What follows belongs to an exercise in optimizing a design on an open flow for small area, a short achievable clock period and few clock cycles per item; a production flow would make more cautious choices.
Only the layout flow was run in this run; the RTL was not checked for function there.
Power figures rest on the tool's default switching activity, not on a simulated workload.

==> design.v <==
module bidc_baudot_valid (
    input  wire [5:0] code,
    output wire       valid
);
    localparam [63:0] VALID = 64'h77FFFEFA33A1340A;
    assign valid = VALID[code];
endmodule
module bidc_baudot_ascii (
    input  wire [5:0] code,
    output wire [7:0] ascii
);
    assign ascii[7] = 1'b0;
    assign ascii[0] = (code[4] && code[3] && code[2]) || (!code[4] && !code[3] && code[1] && code[0]) || (code[5] && code[4] && code[2] && !code[1]) || (code[4] && !code[1] && !code[0]) || (code[5] && code[3] && code[2] && !code[0]) || (!code[5] && !code[4] && !code[3]) || (!code[5] && code[1] && code[0]) || (code[3] && !code[2] && code[1] && code[0]) || (code[5] && code[4] && code[3] && !code[1]);
    assign ascii[1] = (!code[5] && code[4] && code[2] && !code[0]) || (code[4] && !code[2] && code[0]) || (code[4] && !code[3] && code[2] && !code[0]) || (code[5] && code[3] && code[1]) || (!code[5] && code[4] && !code[3]) || (code[2] && code[1] && !code[0]) || (code[5] && !code[4] && !code[2] && code[1]);
    assign ascii[2] = (code[5] && !code[3] && !code[2] && !code[0]) || (code[4] && code[3] && code[2] && !code[1] && !code[0]) || (!code[3] && code[1] && !code[0]) || (code[5] && code[3] && !code[2] && code[0]) || (code[5] && !code[4] && code[1] && code[0]) || (!code[5] && !code[3] && code[2]) || (!code[4] && !code[2] && !code[1]) || (!code[5] && code[3] && !code[2] && !code[0]);
    assign ascii[3] = (!code[4] && !code[3] && code[1]) || (!code[4] && code[3] && !code[2] && !code[1]) || (!code[4] && code[3] && !code[1] && !code[0]) || (code[4] && code[3] && code[1]) || (code[5] && !code[3] && code[2] && code[0]) || (!code[5] && code[1] && code[0]) || (code[4] && !code[3] && !code[2] && !code[1] && code[0]) || (!code[5] && code[4] && code[3] && !code[2] && !code[0]);
    assign ascii[4] = (!code[4] && !code[2] && !code[0]) || (code[3] && code[2] && code[0]) || (code[4] && code[2] && !code[1]) || (code[5] && code[4] && code[2] && code[0]) || (!code[5] && !code[4]) || (code[4] && !code[1] && code[0]) || (!code[5] && !code[3] && !code[2]) || (!code[3] && !code[2] && !code[1] && code[0]);
    assign ascii[5] = (!code[5]) || (!code[4] && !code[3] && !code[1] && !code[0]);
    assign ascii[6] = (code[5] && code[3]) || (code[5] && code[4]) || (code[5] && code[0]) || (code[5] && code[1]);
endmodule
module bidc_baudot_isdig (
    input  wire [5:0] code,
    output wire       isdig
);
    localparam [63:0] ISDIG = 64'h000000003221340A;
    assign isdig = ISDIG[code];
endmodule
module bidc_decode_in (
    input  wire [0:59]  fb,
    input  wire [1:0]   fs,          
    input  wire [11:0]  finfo,       
    output reg  [2:0]   status,
    output reg  [11:0]  einfo,
    output reg  [3:0]   tag,
    output wire [2:0]   first,       
    output wire [6:0]   tkeep,       
    output wire [19:0]  sfx,         
    output wire         mmsi_on      
);
    integer k;
    genvar g;
    wire       flag = fb[0];
    wire [2:0] uc   = fb[11:13];
    wire [3:0] lc   = fb[11:14];
    wire u_orb  = flag && uc == 3'd0;
    wire u_avu  = flag && uc == 3'd1;
    wire u_mau  = flag && uc == 3'd2;
    wire u_seru = flag && uc == 3'd3;
    wire u_natu = flag && uc == 3'd4;
    wire u_unh  = flag && uc == 3'd5;
    wire u_rcsu = flag && uc == 3'd6;
    wire u_test = flag && uc == 3'd7;
    wire l_mstd = !flag && lc == 4'd2;
    wire l_astd = !flag && lc == 4'd3;
    wire l_sstd = !flag && (lc == 4'd4 || lc == 4'd6 || lc == 4'd7);
    wire l_sst5 = !flag && lc == 4'd5;
    wire l_nloc = !flag && (lc == 4'd8 || lc == 4'd10 || lc == 4'd11);
    wire l_ssec = !flag && lc == 4'd12;
    wire l_rls  = !flag && lc == 4'd13;
    wire l_unh  = !flag && (lc == 4'd0 || lc == 4'd1 || lc == 4'd9 || lc == 4'd14 || lc == 4'd15);
    wire [2:0] s_type = fb[14:16];
    wire       s_bad  = (s_type == 3'd5 || s_type == 3'd7);
    wire       s_op   = (s_type == 3'd1);
    wire [1:0] r_t  = fb[15:16];
    wire       r_hm = (fb[17:20] == 4'hF);
    wire [5:0] c [0:6];
    wire [5:0] a [0:2];
    wire [3:0] bd [0:2];
    generate
        for (g = 0; g < 7; g = g + 1) begin : cg
            assign c[g] = fb[14 + 6*g +: 6];
        end
        for (g = 0; g < 3; g = g + 1) begin : ag
            assign a[g] = u_seru ? fb[18 + 6*g +: 6] :
                          l_sst5 ? {1'b1, fb[15 + 5*g +: 5]} : c[g];
            assign bd[g] = fb[38 + 4*g +: 4];
        end
    endgenerate
    wire [6:0] cv;
    wire [2:0] av;
    generate
        for (g = 0; g < 7; g = g + 1) begin : cvg
            if (g >= 3) begin : hi
                bidc_baudot_valid v (.code(c[g]), .valid(cv[g]));
            end else begin : lo
                assign cv[g] = 1'b1;
            end
        end
        for (g = 0; g < 3; g = g + 1) begin : avg
            bidc_baudot_valid v (.code(a[g]), .valid(av[g]));
        end
    endgenerate
    wire am   = u_avu || u_mau;
    wire amr  = am || u_rcsu;
    wire m3   = (u_seru && s_op) || l_sst5;      
    wire chk3 = amr || m3;
    wire [2:0] bbad;
    generate
        for (g = 0; g < 3; g = g + 1) begin : bbg
            assign bbad[g] = bd[g] > 4'hA;
        end
    endgenerate
    wire b_err = (chk3 && !(&av)) || (amr && !cv[3]) || (am && !(cv[4] && cv[5])) ||
                 (u_rcsu && |bbad) || (amr && !cv[6]);
    reg [11:0] b_info;
    always @(*) begin
        b_info = {6'd0, c[6]};
        for (k = 2; k >= 0; k = k - 1)
            if (u_rcsu && bbad[k]) b_info = {8'h20, bd[k]};
        if (am && !cv[5]) b_info = {6'd0, c[5]};
        if (am && !cv[4]) b_info = {6'd0, c[4]};
        if (amr && !cv[3]) b_info = {6'd0, c[3]};
        for (k = 2; k >= 0; k = k - 1)
            if (chk3 && !av[k]) b_info = {6'd0, a[k]};
    end
    wire r_err = l_rls && !r_hm && r_t == 2'd3;
    wire d_err = u_unh || l_unh || (u_seru && s_bad) || r_err || b_err;
    wire ok    = (fs == 2'd0) && !d_err;
    always @(*) begin
        status = 3'd0;
        einfo  = 12'd0;
        if (fs != 2'd0) begin
            status = {1'b0, fs};
            einfo  = finfo;
        end else if (u_unh) begin
            status = 3'd3; einfo = 12'h015;
        end else if (l_unh) begin
            status = 3'd3; einfo = {8'd0, lc};
        end else if (u_seru && s_bad) begin
            status = 3'd3; einfo = {9'h020, s_type};
        end else if (r_err) begin
            status = 3'd3; einfo = 12'h203;
        end else if (b_err) begin
            status = 3'd4; einfo = b_info;
        end
    end
    always @(*) begin
        tag = 4'd0;
        if (u_avu)  tag = 4'd1;
        if (u_mau)  tag = 4'd2;
        if (u_seru) tag = 4'd3;
        if (u_natu) tag = 4'd4;
        if (u_rcsu) tag = 4'd5;
        if (u_test) tag = 4'd6;
        if (l_mstd) tag = 4'd7;
        if (l_astd) tag = 4'd8;
        if (l_sstd || l_sst5) tag = 4'd9;
        if (l_ssec) tag = 4'd10;
        if (l_nloc) tag = 4'd11;
        if (l_rls)  tag = 4'd12;
    end
    wire [5:0] dv;
    generate
        for (g = 0; g < 6; g = g + 1) begin : dg
            bidc_baudot_isdig d (.code(c[g]), .isdig(dv[g]));
        end
    endgenerate
    wire alldig = &dv;
    wire [6:0] sp;
    generate
        for (g = 0; g < 3; g = g + 1) begin : spg
            assign sp[g] = u_seru ? (fb[18 + 6*g +: 6] == 6'h24) :
                           l_sst5 ? (fb[15 + 5*g +: 5] == 5'h04) : (c[g] == 6'h24);
        end
    endgenerate
    assign sp[3] = (c[3] == 6'h24);
    assign sp[4] = am ? (c[4] == 6'h24) : (bd[0] == 4'hA);
    assign sp[5] = am ? (c[5] == 6'h24) : (bd[1] == 4'hA);
    assign sp[6] = u_avu ? (c[6] == 6'h24) : u_mau ? 1'b1 : (bd[2] == 4'hA);
    wire trim = !m3;
    reg [6:0] lead;      
    reg [6:0] keep;      
    reg [6:0] tail;      
    always @(*) begin
        lead[0] = trim && sp[0];
        for (k = 1; k < 7; k = k + 1) lead[k] = lead[k-1] && sp[k];
        tail[6] = trim && !sp[6];
        for (k = 5; k >= 0; k = k - 1) tail[k] = !trim ? (k < 3) : (tail[k+1] || !sp[k]);
        keep = tail & ~lead;
    end
    assign first[2] = l_rls ? r_hm   : lead[3];
    assign first[1] = l_rls ? r_t[1] : (lead[1] && !lead[3]) || lead[5];
    assign first[0] = l_rls ? r_t[0] : (lead[0] && !lead[1]) || (lead[2] && !lead[3]) ||
                                       (lead[4] && !lead[5]) || lead[6];
    wire text_on = ok && (u_avu || (u_mau && !alldig) || u_rcsu || m3);
    assign tkeep = text_on ? keep : 7'd0;
    wire [19:0] dec;
    bidc_dsum u_dsum (.g0(c[0]), .g1(c[1]), .g2(c[2]), .g3(c[3]), .g4(c[4]), .g5(c[5]), .y(dec));
    assign sfx     = (u_mau && alldig) ? dec : (l_rls && r_hm) ? fb[21:40] : fb[15:34];
    assign mmsi_on = ok && ((u_mau && alldig) || l_mstd || l_ssec || (l_rls && r_hm));
endmodule
module bidc_decode_out (
    input  wire [0:59]  fb,
    input  wire [2:0]   status,
    input  wire [3:0]   rtag,
    input  wire [2:0]   first,
    input  wire [6:0]   tkeep,
    input  wire         mmsi_on,
    output wire [9:0]   cc_o,
    output wire [3:0]   tag,
    output wire [29:0]  mmsi,
    output wire [55:0]  text,
    output wire [2:0]   text_len,
    output wire [7:0]   sbn_char,
    output wire [44:0]  data,
    output wire [19:0]  serial,
    output wire [23:0]  addr,
    output wire [9:0]   cert,
    output wire [3:0]   btype,
    output wire [5:0]   num,
    output wire [1:0]   aux,
    output wire         has_cert,
    output wire         has_mmsi,
    output wire [1:0]   layout,
    output wire [11:0]  tac,
    output wire [11:0]  nrls
);
    integer k;
    genvar g;
    wire       ok = (status == 3'd0);
    wire [9:0] cc = fb[1:10];
    wire [3:0] lc = fb[11:14];
    wire t_orb  = ok && rtag == 4'd0;
    wire t_avu  = ok && rtag == 4'd1;
    wire t_mau  = ok && rtag == 4'd2;
    wire t_seru = ok && rtag == 4'd3;
    wire t_natu = ok && rtag == 4'd4;
    wire t_rcsu = ok && rtag == 4'd5;
    wire t_test = ok && rtag == 4'd6;
    wire t_mstd = ok && rtag == 4'd7;
    wire t_astd = ok && rtag == 4'd8;
    wire t_sstd = ok && rtag == 4'd9;
    wire t_nloc = ok && rtag == 4'd11;
    wire t_rls  = ok && rtag == 4'd12;
    assign tag  = ok ? rtag : 4'd0;
    assign cc_o = ok ? cc : 10'd0;
    wire [29:0] mmsi_v;
    bidc_mmsi u_mmsi (.cc(cc), .s(fb[15:34]), .y(mmsi_v));
    assign mmsi = mmsi_on ? mmsi_v : 30'd0;
    wire s_seru = rtag == 4'd3;
    wire s_sstd = rtag == 4'd9;
    wire s_avu  = rtag == 4'd1;
    wire s_mau  = rtag == 4'd2;
    wire s_am   = s_avu || s_mau;
    wire [5:0] c [0:6];
    wire [5:0] a [0:2];
    wire [3:0] bd [0:2];
    generate
        for (g = 0; g < 7; g = g + 1) begin : cg
            assign c[g] = fb[14 + 6*g +: 6];
        end
        for (g = 0; g < 3; g = g + 1) begin : ag
            assign a[g] = s_seru ? fb[18 + 6*g +: 6] :
                          s_sstd ? {1'b1, fb[15 + 5*g +: 5]} : c[g];
            assign bd[g] = fb[38 + 4*g +: 4];
        end
    endgenerate
    wire [6:0] ra [0:6];     
    generate
        for (g = 0; g < 7; g = g + 1) begin : rag
            wire [7:0] asc;
            bidc_baudot_ascii rom (.code(g < 3 ? a[g] : c[g]), .ascii(asc));
            assign ra[g] = asc[6:0];
        end
    endgenerate
    function [6:0] bcd_ascii(input [3:0] d);
        bcd_ascii = (d == 4'hA) ? 7'h20 : {3'b011, d};
    endfunction
    wire [6:0] x [0:6];
    assign x[0] = ra[0];
    assign x[1] = ra[1];
    assign x[2] = ra[2];
    assign x[3] = ra[3];
    assign x[4] = s_am ? ra[4] : bcd_ascii(bd[0]);
    assign x[5] = s_am ? ra[5] : bcd_ascii(bd[1]);
    assign x[6] = s_avu ? ra[6] : s_mau ? 7'h20 : bcd_ascii(bd[2]);
    reg [55:0] s0, s1, s2, s3;
    always @(*) begin
        for (k = 0; k < 7; k = k + 1) s0[55 - 8*k -: 8] = {tkeep[k], x[k]};
        s1 = first[0] ? {s0[47:0], 8'd0}  : s0;
        s2 = first[1] ? {s1[39:0], 16'd0} : s1;
        s3 = first[2] ? {s2[23:0], 32'd0} : s2;
    end
    wire [6:0] mask;     
    generate
        for (g = 0; g < 7; g = g + 1) begin : tg
            assign mask[g] = s3[55 - 8*g];
            assign text[55 - 8*g -: 8] = mask[g] ? {1'b0, s3[54 - 8*g -: 7]} : 8'd0;
        end
    endgenerate
    assign text_len[2] = mask[3];
    assign text_len[1] = (mask[1] && !mask[3]) || mask[5];
    assign text_len[0] = (mask[0] && !mask[1]) || (mask[2] && !mask[3]) ||
                         (mask[4] && !mask[5]) || mask[6];
    assign sbn_char = (t_mau || t_rcsu) ? {1'b0, ra[6]} : 8'd0;
    wire       s_hc  = fb[17];
    wire [2:0] stype = fb[14:16];
    wire       s_air = (stype == 3'd3);
    wire       s_op  = (stype == 3'd1);
    wire       s_pl  = !stype[0];
    wire [1:0] r_t  = first[1:0];
    wire       r_hm = first[2];
    wire [9:0] r_v  = fb[17:26];
    wire       st5  = (lc == 4'd5);
    wire raw45 = t_orb || t_natu || t_test;
    assign data = raw45 ? fb[14:58] :
                  (t_seru && !s_hc) ? (s_pl ? {25'd0, fb[38:57]} : {35'd0, fb[48:57]}) :
                  (t_seru && s_hc && s_pl) ? {35'd0, fb[38:47]} : 45'd0;
    assign serial = (t_seru && s_op)   ? {8'd0, fb[36:47]} :
                    (t_seru && s_pl)   ? fb[18:37] :
                    (t_sstd && !st5)   ? {6'd0, fb[25:38]} :
                    (t_sstd && st5)    ? {11'd0, fb[30:38]} :
                    t_nloc             ? {2'd0, fb[15:32]} :
                    (t_rls && !r_hm)   ? {6'd0, fb[27:40]} : 20'd0;
    assign addr = (t_seru && s_air) ? fb[18:41] :
                  t_astd            ? fb[15:38] : 24'd0;
    assign cert = (t_seru && s_hc)  ? fb[48:57] :
                  (t_sstd && !st5)  ? fb[15:24] : 10'd0;
    assign btype = t_seru             ? {1'b0, stype} :
                   (t_sstd || t_nloc) ? lc :
                   t_rls              ? {2'd0, r_t} : 4'd0;
    assign num = t_avu             ? {4'd0, fb[56:57]} :
                 (t_seru && s_air) ? fb[42:47] :
                 t_mstd            ? {2'd0, fb[35:38]} : 6'd0;
    assign aux      = (t_avu || t_mau || t_seru || t_rcsu) ? fb[58:59] : 2'd0;
    assign has_cert = t_seru && s_hc;
    assign has_mmsi = t_rls && r_hm;
    assign layout   = !t_seru ? 2'd0 : s_air ? 2'd1 : s_op ? 2'd2 : 2'd0;
    reg [11:0] rbase;
    always @(*) begin
        case (r_t)
            2'd0:    rbase = 12'd1000;
            2'd1:    rbase = 12'd2000;
            default: rbase = 12'd3000;
        endcase
    end
    wire [11:0] rsum = rbase + {2'd0, r_v};
    wire        rnum = t_rls && !r_hm;
    assign tac  = (rnum && r_v <  10'd920) ? rsum : 12'd0;
    assign nrls = (rnum && r_v >= 10'd920) ? rsum : 12'd0;
endmodule
module bidc_dsum (
    input  wire [5:0]  g0, g1, g2, g3, g4, g5,
    output wire [19:0] y
);
    wire dp1;
    wire dp2;
    wire dp3;
    wire dp4;
    wire dp5;
    wire dp6;
    wire dp7;
    wire dp8;
    wire dp9;
    wire dp10;
    wire dp11;
    wire dp12;
    wire dp13;
    wire dp14;
    wire dp15;
    wire dp16;
    wire dp17;
    wire dp18;
    wire dp19;
    wire dp20;
    wire dp21;
    wire dp22;
    wire dp23;
    wire dp24;
    wire dp25;
    wire dp26;
    wire dp27;
    wire dp28;
    wire dp29;
    wire dp30;
    wire dp31;
    wire dp32;
    wire dp33;
    wire dp34;
    wire dp35;
    wire dp36;
    wire dp37;
    wire dp38;
    wire dp39;
    wire dp40;
    wire dp41;
    wire dp42;
    wire dp43;
    wire dp44;
    wire dp45;
    wire dp46;
    wire dp47;
    wire dp48;
    wire dp49;
    wire dp50;
    wire dp51;
    wire dp52;
    wire dp53;
    wire dp54;
    wire dp55;
    wire dp56;
    wire s57;
    wire c58;
    wire s59;
    wire c60;
    wire s61;
    wire c62;
    wire s63;
    wire c64;
    wire s65;
    wire c66;
    wire s67;
    wire c68;
    wire s69;
    wire c70;
    wire s71;
    wire c72;
    wire s73;
    wire c74;
    wire s75;
    wire c76;
    wire s77;
    wire c78;
    wire s79;
    wire c80;
    wire s81;
    wire c82;
    wire s83;
    wire c84;
    wire s85;
    wire c86;
    wire s87;
    wire c88;
    wire s89;
    wire c90;
    wire s91;
    wire c92;
    wire s93;
    wire c94;
    wire s95;
    wire c96;
    wire s97;
    wire c98;
    wire s99;
    wire c100;
    wire s101;
    wire c102;
    wire s103;
    wire c104;
    wire s105;
    wire c106;
    wire s107;
    wire c108;
    wire s109;
    wire c110;
    wire s111;
    wire c112;
    wire s113;
    wire c114;
    wire s115;
    wire c116;
    wire s117;
    wire c118;
    assign dp1 = (g0[4] && g0[3] && g0[2]) || (!g0[3] && !g0[2]);
    assign dp2 = (g0[4] && !g0[0]) || (g0[4] && !g0[3]) || (g0[4] && !g0[2]);
    assign dp3 = (g0[1]) || (g0[4] && g0[2] && g0[0]) || (g0[4] && !g0[3]);
    assign dp4 = (!g0[3]) || (!g0[2] && !g0[1]) || (!g0[4] && g0[2] && !g0[0]);
    assign dp5 = (g0[1]) || (g0[4] && g0[2]) || (g0[4] && !g0[3]);
    assign dp6 = (g0[4] && g0[0]) || (g0[2] && !g0[0]);
    assign dp7 = (g0[1]) || (g0[3] && !g0[2]) || (g0[4] && g0[2] && !g0[0]);
    assign dp8 = (g0[1]) || (!g0[4] && !g0[0]) || (!g0[2] && !g0[0]);
    assign dp9 = (!g0[3] && g0[0]) || (g0[2] && !g0[0]);
    assign dp10 = (g0[4] && g0[3] && g0[2]) || (!g0[3] && !g0[2]);
    assign dp11 = (g0[4] && g0[0]) || (!g0[4] && !g0[3]);
    assign dp12 = (g0[3] && !g0[2]) || (!g0[2] && !g0[1] && g0[0]) || (g0[4] && g0[2] && !g0[0]);
    assign dp13 = (!g0[4] && !g0[0]) || (!g0[3] && !g0[2]);
    assign dp14 = (g0[2] && !g0[0]) || (!g0[3] && g0[2]) || (g0[1] && g0[0]);
    assign dp15 = (g1[4] && g1[3] && g1[2]) || (!g1[3] && !g1[2]);
    assign dp16 = (g1[4] && !g1[0]) || (g1[4] && !g1[3]) || (g1[4] && !g1[2]);
    assign dp17 = (!g1[3] && !g1[1] && g1[0]) || (g1[3] && g1[1]) || (g1[4] && g1[2] && !g1[0]);
    assign dp18 = (g1[1] && g1[0]) || (!g1[4] && g1[2] && !g1[0]);
    assign dp19 = (g1[4] && g1[3] && g1[2]) || (!g1[3] && !g1[2]);
    assign dp20 = (g1[4] && g1[0]) || (!g1[4] && !g1[3]);
    assign dp21 = (g1[1]) || (g1[4] && g1[3] && g1[0]) || (!g1[2] && !g1[0]);
    assign dp22 = (g1[1]) || (!g1[4] && !g1[0]) || (g1[3] && !g1[2]) || (!g1[3] && g1[2]);
    assign dp23 = (g1[1]) || (!g1[0]);
    assign dp24 = (g1[4] && g1[2] && g1[0]) || (g1[4] && !g1[3]) || (!g1[4] && g1[2] && !g1[0]);
    assign dp25 = (!g1[3]) || (!g1[2] && !g1[1]);
    assign dp26 = (!g1[3] && !g1[1] && g1[0]) || (g1[3] && g1[1]);
    assign dp27 = (g1[2] && !g1[0]) || (g1[1] && g1[0]);
    assign dp28 = (g2[4] && g2[3] && g2[2]) || (!g2[3] && !g2[2]);
    assign dp29 = (g2[4] && !g2[0]) || (g2[4] && !g2[3]) || (g2[4] && !g2[2]);
    assign dp30 = (g2[1]) || (g2[4] && g2[2] && g2[0]) || (g2[4] && !g2[3]);
    assign dp31 = (g2[4] && g2[0]) || (g2[2] && !g2[0]);
    assign dp32 = (g2[4] && g2[3] && g2[0]) || (!g2[2] && !g2[0]) || (!g2[2] && !g2[1]);
    assign dp33 = (!g2[0]) || (g2[4]) || (!g2[3]);
    assign dp34 = (!g2[0]) || (g2[4]) || (!g2[3]);
    assign dp35 = (!g2[4] && !g2[0]) || (!g2[3] && g2[2]) || (g2[3] && !g2[2]);
    assign dp36 = (!g2[0]);
    assign dp37 = (g2[2] && !g2[0]) || (!g2[3] && !g2[1] && g2[0]);
    assign dp38 = (g2[1] && g2[0]);
    assign dp39 = (g3[4] && g3[3] && g3[2]) || (!g3[3] && !g3[2]);
    assign dp40 = (g3[4] && !g3[0]) || (g3[4] && !g3[3]) || (g3[4] && !g3[2]);
    assign dp41 = (!g3[3] && !g3[1] && g3[0]) || (g3[3] && g3[1]) || (g3[4] && g3[2] && !g3[0]);
    assign dp42 = (g3[4] && g3[3] && g3[2]) || (!g3[1] && !g3[0]) || (!g3[3] && !g3[2] && !g3[1]);
    assign dp43 = (g3[4] && g3[0]) || (!g3[2] && !g3[1] && g3[0]);
    assign dp44 = (!g3[2] && g3[0]) || (g3[1]) || (g3[4] && g3[2] && !g3[0]);
    assign dp45 = (!g3[4] && !g3[0]) || (!g3[3] && !g3[2]);
    assign dp46 = (g3[2] && !g3[0]) || (!g3[3] && g3[2]) || (g3[1] && g3[0]);
    assign dp47 = (g4[4] && g4[3] && g4[2]) || (!g4[3] && !g4[2]);
    assign dp48 = (g4[4] && !g4[0]) || (g4[4] && !g4[3]) || (g4[4] && !g4[2]);
    assign dp49 = (g4[1]) || (g4[4] && g4[2] && g4[0]) || (g4[4] && !g4[3]);
    assign dp50 = (!g4[3]) || (!g4[2] && !g4[1]) || (!g4[4] && g4[2] && !g4[0]);
    assign dp51 = (!g4[3] && !g4[1] && g4[0]) || (g4[3] && g4[1]);
    assign dp52 = (g4[2] && !g4[0]) || (g4[1] && g4[0]);
    assign dp53 = (g5[4] && g5[3] && g5[2]) || (!g5[3] && !g5[2]);
    assign dp54 = (g5[4] && !g5[0]) || (g5[4] && !g5[3]) || (g5[4] && !g5[2]);
    assign dp55 = (!g5[3] && !g5[1] && g5[0]) || (g5[3] && g5[1]) || (g5[4] && g5[2] && !g5[0]);
    assign dp56 = (g5[1] && g5[0]) || (!g5[4] && g5[2] && !g5[0]);
    assign s57 = dp1 ^ dp16;
    assign c58 = dp1 & dp16;
    assign s59 = dp2 ^ dp17 ^ dp31;
    assign c60 = (dp2 & dp17) | (dp2 & dp31) | (dp17 & dp31);
    assign s61 = dp3 ^ dp18;
    assign c62 = dp3 & dp18;
    assign s63 = dp4 ^ dp19;
    assign c64 = dp4 & dp19;
    assign s65 = dp5 ^ dp20;
    assign c66 = dp5 & dp20;
    assign s67 = dp28 ^ dp40;
    assign c68 = dp28 & dp40;
    assign s69 = dp15 ^ dp29 ^ dp41;
    assign c70 = (dp15 & dp29) | (dp15 & dp41) | (dp29 & dp41);
    assign s71 = dp30 ^ dp42 ^ dp51;
    assign c72 = (dp30 & dp42) | (dp30 & dp51) | (dp42 & dp51);
    assign s73 = dp43 ^ dp52 ^ s59;
    assign c74 = (dp43 & dp52) | (dp43 & s59) | (dp52 & s59);
    assign s75 = dp32 ^ dp44 ^ s61;
    assign c76 = (dp32 & dp44) | (dp32 & s61) | (dp44 & s61);
    assign s77 = dp33 ^ dp45 ^ s63;
    assign c78 = (dp33 & dp45) | (dp33 & s63) | (dp45 & s63);
    assign s79 = dp34 ^ dp46 ^ s65;
    assign c80 = (dp34 & dp46) | (dp34 & s65) | (dp46 & s65);
    assign s81 = dp6 ^ dp21 ^ dp35;
    assign c82 = (dp6 & dp21) | (dp6 & dp35) | (dp21 & dp35);
    assign s83 = dp7 ^ dp22;
    assign c84 = dp7 & dp22;
    assign s85 = dp8 ^ dp23;
    assign c86 = dp8 & dp23;
    assign s87 = dp9 ^ dp24;
    assign c88 = dp9 & dp24;
    assign s89 = dp39 ^ dp48;
    assign c90 = dp39 & dp48;
    assign s91 = dp49 ^ dp56 ^ s67;
    assign c92 = (dp49 & dp56) | (dp49 & s67) | (dp56 & s67);
    assign s93 = dp50 ^ s69 ^ c68;
    assign c94 = (dp50 & s69) | (dp50 & c68) | (s69 & c68);
    assign s95 = s57 ^ s71 ^ c70;
    assign c96 = (s57 & s71) | (s57 & c70) | (s71 & c70);
    assign s97 = c58 ^ s73 ^ c72;
    assign c98 = (c58 & s73) | (c58 & c72) | (s73 & c72);
    assign s99 = c60 ^ s75 ^ c74;
    assign c100 = (c60 & s75) | (c60 & c74) | (s75 & c74);
    assign s101 = c62 ^ s77 ^ c76;
    assign c102 = (c62 & s77) | (c62 & c76) | (s77 & c76);
    assign s103 = c64 ^ s79 ^ c78;
    assign c104 = (c64 & s79) | (c64 & c78) | (s79 & c78);
    assign s105 = c66 ^ s81 ^ c80;
    assign c106 = (c66 & s81) | (c66 & c80) | (s81 & c80);
    assign s107 = dp36 ^ s83 ^ c82;
    assign c108 = (dp36 & s83) | (dp36 & c82) | (s83 & c82);
    assign s109 = dp37 ^ s85 ^ c84;
    assign c110 = (dp37 & s85) | (dp37 & c84) | (s85 & c84);
    assign s111 = dp38 ^ s87 ^ c86;
    assign c112 = (dp38 & s87) | (dp38 & c86) | (s87 & c86);
    assign s113 = dp25 ^ c88;
    assign c114 = dp25 & c88;
    assign s115 = dp10 ^ dp26;
    assign c116 = dp10 & dp26;
    assign s117 = dp11 ^ dp27;
    assign c118 = dp11 & dp27;
    wire [19:0] ra = {dp14, dp13, dp12, s117, s115, s113, s111, s109, s107, s105, s103, s101, s99, s97, s95, s93, s91, dp55, dp47, dp53};
    wire [19:0] rb = {1'b0, 1'b0, c118, c116, c114, c112, c110, c108, c106, c104, c102, c100, c98, c96, c94, c92, c90, s89, dp54, 1'b0};
    assign y = ra + rb;
endmodule
module bidc_mmsi (
    input  wire [9:0]  cc,
    input  wire [19:0] s,
    output wire [29:0] y
);
    wire s1;
    wire c2;
    wire s3;
    wire c4;
    wire s5;
    wire c6;
    wire s7;
    wire c8;
    wire s9;
    wire c10;
    wire s11;
    wire c12;
    wire s13;
    wire c14;
    wire s15;
    wire c16;
    wire s17;
    wire c18;
    wire s19;
    wire c20;
    wire s21;
    wire c22;
    wire s23;
    wire c24;
    wire s25;
    wire c26;
    wire s27;
    wire c28;
    wire s29;
    wire c30;
    wire s31;
    wire c32;
    wire s33;
    wire c34;
    wire s35;
    wire c36;
    wire s37;
    wire c38;
    wire s39;
    wire c40;
    wire s41;
    wire c42;
    wire s43;
    wire c44;
    wire s45;
    wire c46;
    wire s47;
    wire c48;
    wire s49;
    wire c50;
    wire s51;
    wire c52;
    wire s53;
    wire c54;
    wire s55;
    wire c56;
    wire s57;
    wire c58;
    wire s59;
    wire c60;
    wire s61;
    wire c62;
    wire s63;
    wire c64;
    wire s65;
    wire c66;
    wire s67;
    wire c68;
    assign s1 = cc[2] ^ cc[7];
    assign c2 = cc[2] & cc[7];
    assign s3 = cc[3] ^ cc[8];
    assign c4 = cc[3] & cc[8];
    assign s5 = cc[4] ^ cc[9];
    assign c6 = cc[4] & cc[9];
    assign s7 = cc[0] ^ cc[5];
    assign c8 = cc[0] & cc[5];
    assign s9 = cc[1] ^ cc[6] ^ cc[9];
    assign c10 = (cc[1] & cc[6]) | (cc[1] & cc[9]) | (cc[6] & cc[9]);
    assign s11 = !cc[0] ^ s[16] ^ 1'b1;
    assign c12 = (!cc[0] & s[16]) | (!cc[0] & 1'b1) | (s[16] & 1'b1);
    assign s13 = !cc[1] ^ s[17] ^ s3;
    assign c14 = (!cc[1] & s[17]) | (!cc[1] & s3) | (s[17] & s3);
    assign s15 = !cc[2] ^ s[18] ^ s5;
    assign c16 = (!cc[2] & s[18]) | (!cc[2] & s5) | (s[18] & s5);
    assign s17 = cc[5] ^ !cc[3] ^ s[19];
    assign c18 = (cc[5] & !cc[3]) | (cc[5] & s[19]) | (!cc[3] & s[19]);
    assign s19 = cc[0] ^ cc[6];
    assign c20 = cc[0] & cc[6];
    assign s21 = cc[1] ^ cc[7];
    assign c22 = cc[1] & cc[7];
    assign s23 = cc[2] ^ cc[8];
    assign c24 = cc[2] & cc[8];
    assign s25 = cc[3] ^ cc[9];
    assign c26 = cc[3] & cc[9];
    assign s27 = cc[0] ^ cc[3];
    assign c28 = cc[0] & cc[3];
    assign s29 = cc[1] ^ cc[4] ^ s[10];
    assign c30 = (cc[1] & cc[4]) | (cc[1] & s[10]) | (cc[4] & s[10]);
    assign s31 = cc[2] ^ cc[5] ^ s[11];
    assign c32 = (cc[2] & cc[5]) | (cc[2] & s[11]) | (cc[5] & s[11]);
    assign s33 = cc[3] ^ cc[6] ^ s[12];
    assign c34 = (cc[3] & cc[6]) | (cc[3] & s[12]) | (cc[6] & s[12]);
    assign s35 = cc[4] ^ cc[7] ^ s[13];
    assign c36 = (cc[4] & cc[7]) | (cc[4] & s[13]) | (cc[7] & s[13]);
    assign s37 = cc[8] ^ s[14] ^ s7;
    assign c38 = (cc[8] & s[14]) | (cc[8] & s7) | (s[14] & s7);
    assign s39 = s[15] ^ s9 ^ c8;
    assign c40 = (s[15] & s9) | (s[15] & c8) | (s9 & c8);
    assign s41 = s1 ^ s11 ^ c10;
    assign c42 = (s1 & s11) | (s1 & c10) | (s11 & c10);
    assign s43 = c2 ^ s13 ^ c12;
    assign c44 = (c2 & s13) | (c2 & c12) | (s13 & c12);
    assign s45 = c4 ^ s15 ^ c14;
    assign c46 = (c4 & s15) | (c4 & c14) | (s15 & c14);
    assign s47 = c6 ^ s17 ^ c16;
    assign c48 = (c6 & s17) | (c6 & c16) | (s17 & c16);
    assign s49 = !cc[4] ^ s19 ^ c18;
    assign c50 = (!cc[4] & s19) | (!cc[4] & c18) | (s19 & c18);
    assign s51 = !cc[5] ^ s21 ^ c20;
    assign c52 = (!cc[5] & s21) | (!cc[5] & c20) | (s21 & c20);
    assign s53 = !cc[6] ^ s23 ^ c22;
    assign c54 = (!cc[6] & s23) | (!cc[6] & c22) | (s23 & c22);
    assign s55 = !cc[7] ^ s25 ^ c24;
    assign c56 = (!cc[7] & s25) | (!cc[7] & c24) | (s25 & c24);
    assign s57 = cc[4] ^ !cc[8] ^ c26;
    assign c58 = (cc[4] & !cc[8]) | (cc[4] & c26) | (!cc[8] & c26);
    assign s59 = cc[5] ^ !cc[9];
    assign c60 = cc[5] & !cc[9];
    assign s61 = cc[6] ^ 1'b1;
    assign c62 = cc[6] & 1'b1;
    assign s63 = cc[7] ^ 1'b1;
    assign c64 = cc[7] & 1'b1;
    assign s65 = cc[8] ^ 1'b1;
    assign c66 = cc[8] & 1'b1;
    assign s67 = cc[9] ^ 1'b1;
    assign c68 = cc[9] & 1'b1;
    wire [29:0] ra = {s67, s65, s63, s61, s59, s57, s55, s53, s51, s49, s47, s45, s43, s41, s39, s37, s35, s33, s31, s29, s[9], cc[2], cc[1], cc[0], s[5], s[4], s[3], s[2], s[1], s[0]};
    wire [29:0] rb = {c66, c64, c62, c60, c58, c56, c54, c52, c50, c48, c46, c44, c42, c40, c38, c36, c34, c32, c30, c28, s27, s[8], s[7], s[6], 1'b0, 1'b0, 1'b0, 1'b0, 1'b0, 1'b0};
    assign y = ra + rb;
endmodule
module bidc_decoder (
    input  wire         clk,
    input  wire         rst,
    input  wire         in_valid,
    output wire         in_ready,
    input  wire [7:0]   in_len,
    input  wire [119:0] in_hex,
    output reg          out_valid,
    input  wire         out_ready,
    output wire [2:0]   out_status,
    output wire [11:0]  out_einfo,
    output wire [9:0]   out_cc,
    output wire [3:0]   out_tag,
    output wire [29:0]  out_mmsi,
    output wire [55:0]  out_text,
    output wire [2:0]   out_text_len,
    output wire [7:0]   out_sbn_char,
    output wire [44:0]  out_data,
    output wire [19:0]  out_serial,
    output wire [23:0]  out_addr,
    output wire [9:0]   out_cert,
    output wire [3:0]   out_btype,
    output wire [5:0]   out_num,
    output wire [1:0]   out_aux,
    output wire         out_has_cert,
    output wire         out_has_mmsi,
    output wire [1:0]   out_layout,
    output wire [11:0]  out_tac,
    output wire [11:0]  out_nrls
);
    reg  [0:59] fr;
    reg  [14:0] is_hex;
    reg  [7:0]  ch;
    integer k;
    always @(*) begin
        for (k = 0; k < 15; k = k + 1) begin
            ch = in_hex[119 - 8*k -: 8];
            is_hex[k] = (ch[7:4] == 4'h3 && ch[3:0] <= 4'h9) ||
                        ((ch[7:4] == 4'h4 || ch[7:4] == 4'h6) && ch[3:0] >= 4'h1 && ch[3:0] <= 4'h6);
            fr[4*k + 3] = ch[0] ^ ch[6];
            fr[4*k + 2] = ch[1] ^ (ch[6] && ch[0]);
            fr[4*k + 1] = ch[2] ^ (ch[6] && ch[1] && ch[0]);
            fr[4*k]     = ch[3] || ch[6];
        end
    end
    reg        hex_err;
    reg [11:0] hex_info;
    reg        seen;         
    always @(*) begin
        hex_info = 12'd0;
        seen     = 1'b0;
        for (k = 0; k < 15; k = k + 1) begin
            if (!is_hex[k] && !seen)
                hex_info = hex_info | {k[3:0], in_hex[119 - 8*k -: 8]};
            seen = seen || !is_hex[k];
        end
        hex_err = seen;
    end
    wire        len_err = (in_len != 8'd15);
    wire [1:0]  fs      = len_err ? 2'd1 : hex_err ? 2'd2 : 2'd0;
    wire [11:0] finfo   = len_err ? {4'd0, in_len} : hex_info;
    wire [2:0]  d_status;
    wire [11:0] d_einfo;
    wire [3:0]  d_tag;
    wire [2:0]  d_first;
    wire [6:0]  d_tkeep;
    wire [19:0] d_sfx;
    wire        d_mmsi_on;
    bidc_decode_in u_in (
        .fb(fr), .fs(fs), .finfo(finfo),
        .status(d_status), .einfo(d_einfo), .tag(d_tag), .first(d_first), .tkeep(d_tkeep),
        .sfx(d_sfx), .mmsi_on(d_mmsi_on));
    reg [0:59] r_fb;
    reg [2:0]  r_status;
    reg [11:0] r_einfo;
    reg [3:0]  r_tag;
    reg [2:0]  r_first;
    reg [6:0]  r_tkeep;
    reg        r_mmsi_on;
    wire accept = in_valid && in_ready;
    assign in_ready = !out_valid || out_ready;
    always @(posedge clk) begin
        if (rst) begin
            out_valid <= 1'b0;
        end else if (accept) begin
            out_valid <= 1'b1;
        end else if (out_ready) begin
            out_valid <= 1'b0;
        end
    end
    always @(posedge clk) begin
        if (in_ready) begin
            r_fb      <= {fr[0:14], d_sfx, fr[35:59]};
            r_status  <= d_status;
            r_einfo   <= d_einfo;
            r_tag     <= d_tag;
            r_first   <= d_first;
            r_tkeep   <= d_tkeep;
            r_mmsi_on <= d_mmsi_on;
        end
    end
    assign out_status = r_status;
    assign out_einfo  = r_einfo;
    bidc_decode_out u_out (
        .fb(r_fb), .status(r_status), .rtag(r_tag), .first(r_first), .tkeep(r_tkeep),
        .mmsi_on(r_mmsi_on),
        .cc_o(out_cc), .tag(out_tag), .mmsi(out_mmsi), .text(out_text),
        .text_len(out_text_len), .sbn_char(out_sbn_char), .data(out_data),
        .serial(out_serial), .addr(out_addr), .cert(out_cert), .btype(out_btype),
        .num(out_num), .aux(out_aux), .has_cert(out_has_cert), .has_mmsi(out_has_mmsi),
        .layout(out_layout), .tac(out_tac), .nrls(out_nrls));
endmodule
==> flow/run.sh <==
#!/bin/bash
# Own layout flow: the standard flow (standard synthesis and ORFS steps) with
#  - port buffers of the plain buf_1 cell instead of the delay cell ORFS picks, and
#  - timing repair aiming at a setup slack of SETUP_SLACK_MARGIN ns.
# Each tool's full output goes to the ORFS logs under orfs/logs; make's own output
# goes to standard.log here.
set -euo pipefail
MARGIN=$(cat flow/margin.txt 2>/dev/null || echo 8)
bash standard.sh \
  "BUFFER_PORTS_ARGS=-buffer_cell sky130_fd_sc_hd__buf_1" \
  "SETUP_SLACK_MARGIN=$MARGIN" \
  finish > standard.log 2>&1
==> flow/margin.txt <==
8
==> standard.sh <==
#!/bin/bash
# synth_recipe.tcl (not shown) runs the flow's synth.tcl, then flattens the netlist and writes it again
# the make line also repeats each setting of config.mk as NAME=value (left out here)
make -C /OpenROAD-flow-scripts/flow DESIGN_CONFIG=/design/flow/config.mk WORK_HOME=/design/flow/orfs CLKGATE_MAP_FILE= SYNTH_SCRIPT=/design/flow/synth_recipe.tcl "${@:-finish}"
==> config.mk <==
export PLATFORM = sky130hd
export DESIGN_NAME = bidc_decoder
export DESIGN_NICKNAME = bidc_decoder
export VERILOG_FILES = /design/flow/design.v
export SDC_FILE = /design/flow/constraint.sdc
export NUM_CORES = 4
export LEC_CHECK = 0
export CAP_MARGIN = 20
export CORE_MARGIN = 2
export CORE_UTILIZATION = 30
export SLEW_MARGIN = 20
==> constraint.sdc <==
create_clock -name core_clock -period 15.0 [get_ports {clk}]
set_input_delay 3.0000 -clock core_clock [delete_from_list [all_inputs] [get_ports {clk}]]
set_output_delay 3.0000 -clock core_clock [all_outputs]
set_load 0.01 [all_outputs]
==> qor.yml <==
run_status:
  status: "timing/DRC/antenna clean"
setup_path:
  critPathArrivalTime_ns: 4.31
  end_kind: "primary output"
  crit_path_max_fanout: 5
  crit_type: "reg -> out"
  required_ns: 12.00
  cp-start-kind: "flip-flop"
timing:
  finalMaxSlewViolations: 0
  fmax_ghz: 0.137
  finalHoldViolCount: 0
  setup_tns_ns: 0
  maxSlewHeadroom_pct: 27.6
  rsz0062_at_grt: "yes"
  fin_crit_ns: 7.31
  worst_pin_slew_ns: 1.06
  finalClockSkew_ns: 0.0145
  whs_ns: 1.10
  min_period_over_period_pct: 48.7
  worst_slack_ns: 7.69
  setup_viol_count_final: 0
final_layout:
  final_cell_mix: "buf_1, nor2_1, nand2_1"
  utilization_pct: 36.9
  syn_to_final_growth_pct: 21.4
  nets: 3306
  diodes: 0
  mostFrequentLayoutCell: "buf_1"
  final_layout_size_suffix_gt1_share_pct: 13.4
synthesis:
  avgSynthCellArea_um2: 7.05
  synthAdderAreaFrac_pct: 9.69
  muxShareOfSynthArea_pct: 3.11
  synth_top_family_by_area: "compound AO/OA/AOI/OAI gates"
  synth-compound-area-share_pct: 34.1
  yosysSeqAreaShare_pct: 14.0
  synth_xor_area_share_pct: 3.84
  synthDistinctLibCells: 121
  yosys_warnings: 3
  synthCells: 2719
  yosys_most_used_dff: "edfxtp_1"
  synth_edf_count: 89
  async_flop_share_pct: 0
  yosys.area_share.simple_pct: 27.5
  syn_area_um2: 19200
  ys_ff_latch: 90
grt:
  grt_max_degree: 47
  antenna_found_initial: 3
  grt_pass1_wl_um: 132000
  grt_pass1_vias: 20655
  overflow: 0
  grt_usage_pct: 25.6
floorplanning:
  num_rows: 92
  die_x_um: 257
  core_um2: 63100
  io_pins: 399
  die_h_um: 257
  die-area_um2: 65900
  initial_utilization_pct: 30.4
clock_network:
  clock_tree.htree_level_count: 3
  clkLatencyLatePin_ns: 0.37
  clk_pin_slew_ns: 0.08
  cts_buffers: 9
  cts_tree: "done"
  cts_buffer_depth: 2
  clockRootBuffer: "clkbuf_16"
  cts_num_sinks: 90
place:
  dp_hpwl_um: 68700
  io_buffers: 390
  place_ws_ns: 7.09
  gp_congestion: 0.981
detailed_routing:
  wl_per_cell_um: 23.1
  finalWirelength_um: 90300
  via_per_inst: 6.05
  drtPass1Iterations: 10
  antenna_left: 0
  num_vias: 23621
  drc: 0
  drtIter0Drc: 3155
run:
  drv_cap: 0
power:
  p_leak_nw: 8.62
  peakVddDrop_v: 0.0000713
  powerDensity_nw_per_um2: 93.1
  design_power_total_w: 0.00217
min_path:
  hold_path_class: "reg -> reg"
## registers in the layout, summed over array words and instances, names as in the netlist
signal	cells
r_first	3
r_einfo	12
r_tag	4
r_tkeep	7
r_status	3
r_fb	59
r_mmsi_on	1
out_valid	1
## synth_stat cells, types with 12 or more instances
cell type	instances	area (um2)
nand3_1	104	521
ha_1	82	1030
o22ai_1	42	263
a222oi_1	20	200
clkbuf_1	170	638
xor2_1	35	307
nand4_1	29	181
o21ai_0	213	1070
fa_1	41	821
or2_2	16	100
buf_4	14	105
a22o_1	64	561
inv_1	128	480
a21oi_1	181	906
o21ai_1	20	100
buf_1	14	52.6
a211oi_1	43	323
o31ai_1	18	135
o211ai_1	38	285
or3_1	31	194
and3_1	18	113
buf_2	17	85.1
a221oi_1	19	166
nand2b_1	41	257
nor2b_1	34	213
a31oi_1	51	319
edfxtp_1	89	2670
o2111ai_1	12	105
mux2i_1	46	460
nor3_1	74	370
nor3b_1	12	90.1
xnor2_1	36	315
and2_1	63	394
a22oi_1	24	180
a21o_1	28	210
nor2_1	284	1070
o21a_1	31	233
nor4_1	24	150
nand2_1	250	938
## cell type report
class | count | area (um2)
clock buffer | 9 | 225
clock inverter | 7 | 81.3
fill | 6834 | 39800
inverter | 135 | 531
multi-input combinational | 2281 | 15900
sequential | 90 | 2690
tap | 846 | 1060
timing repair buffer | 534 | 2760
## repair_timing
action,in CTS,in global routing
setup buffers,33,68
pin swaps,18,54
setup endpoints to repair,34,42
hold buffers,0,0
resized for setup,89,138
cloned,0,3
## worst paths after layout
kind              from      endpoint  slack (ns)  depth (start not counted)
max           r_fb[53]  out_mmsi[24]        7.69                         16
min          out_valid     out_valid        1.10                          2
max reg2reg  out_valid    r_tkeep[2]       13.05                          2
min reg2reg  out_valid     out_valid        1.10                          2
## metrics by stage
stage,instances,area [um2]
2_1_floorplan,2726,19400
4_1_cts,3830,22200
5_1_grt,3902,23300
3_5_place_dp,3781,21200
3_3_place_gp,3781,21200
6_report,3902,23300
## where the power goes
part	internal, W	switching, W
logic	0.000647	0.000899
registers	0.000303	0.0000750
clock network	0.000119	0.000122
## layer usage
metal | vias up | GRT usage, % | part of all wire, %
met5 | - | 0 | 0
met4 | 0 | 8.88 | 3.7
met3 | 188 | 3.58 | 9.9
met2 | 1549 | 40.5 | 45
met1 | 11074 | 35.6 | 42
li1 | 10810 | - | -
## logic make-up after synthesis
kind of cell | Yosys count
AOI/OAI and AO/OA | 959
xor gates and xnor gates | 76
adders and majority gates | 124
buffers and inverters | 358
DFF | 90
muxes | 56
other | 1
and+or+nand+nor | 1055
## critical path, cell delays in order (launching register included)
cell      delay (ns)
edfxtp_1        0.52
ha_4            0.29
fa_1            0.48
fa_1            0.52
ha_4            0.32
o211ai_1        0.13
buf_4           0.18
nor3_2          0.17
o21bai_4        0.17
a211oi_4        0.07
buf_4           0.18
buf_4           0.13
nor2_4          0.09
and2_4          0.16
o21ai_2         0.05
a211oi_2        0.27
buf_2           0.20

-- afterwards: timing with drivers on the ports --
No port has a modelled driver above. Below, the same layout with a new extraction and two added sets of constraints. Step 1 sets driving cells, clkbuf_16 on the clock port and buf_2 on the other inputs (assumed; they add their load-dependent delay and slew). Step 2 adds t to the input delays and takes it off the output delays; t is the mean of the earliest and latest rising clock arrival at the registers after step 1. Input paths then give back, and output paths get back, about the clock's delay inside the block. a / b / c = ideal ports / drivers / drivers and shift; a / b = the first two.
t (ns): 0.420
setup slack, ns: 7.688 / 7.635 / 7.622
clock arrival spread, ns: 0.018 / 0.019
cell pins on the clock port's net: 1
After both steps setup and hold are still met in this run. For this run, drivers alone change the setup slack by -0.053 ns; drivers and shift together by -0.066 ns.
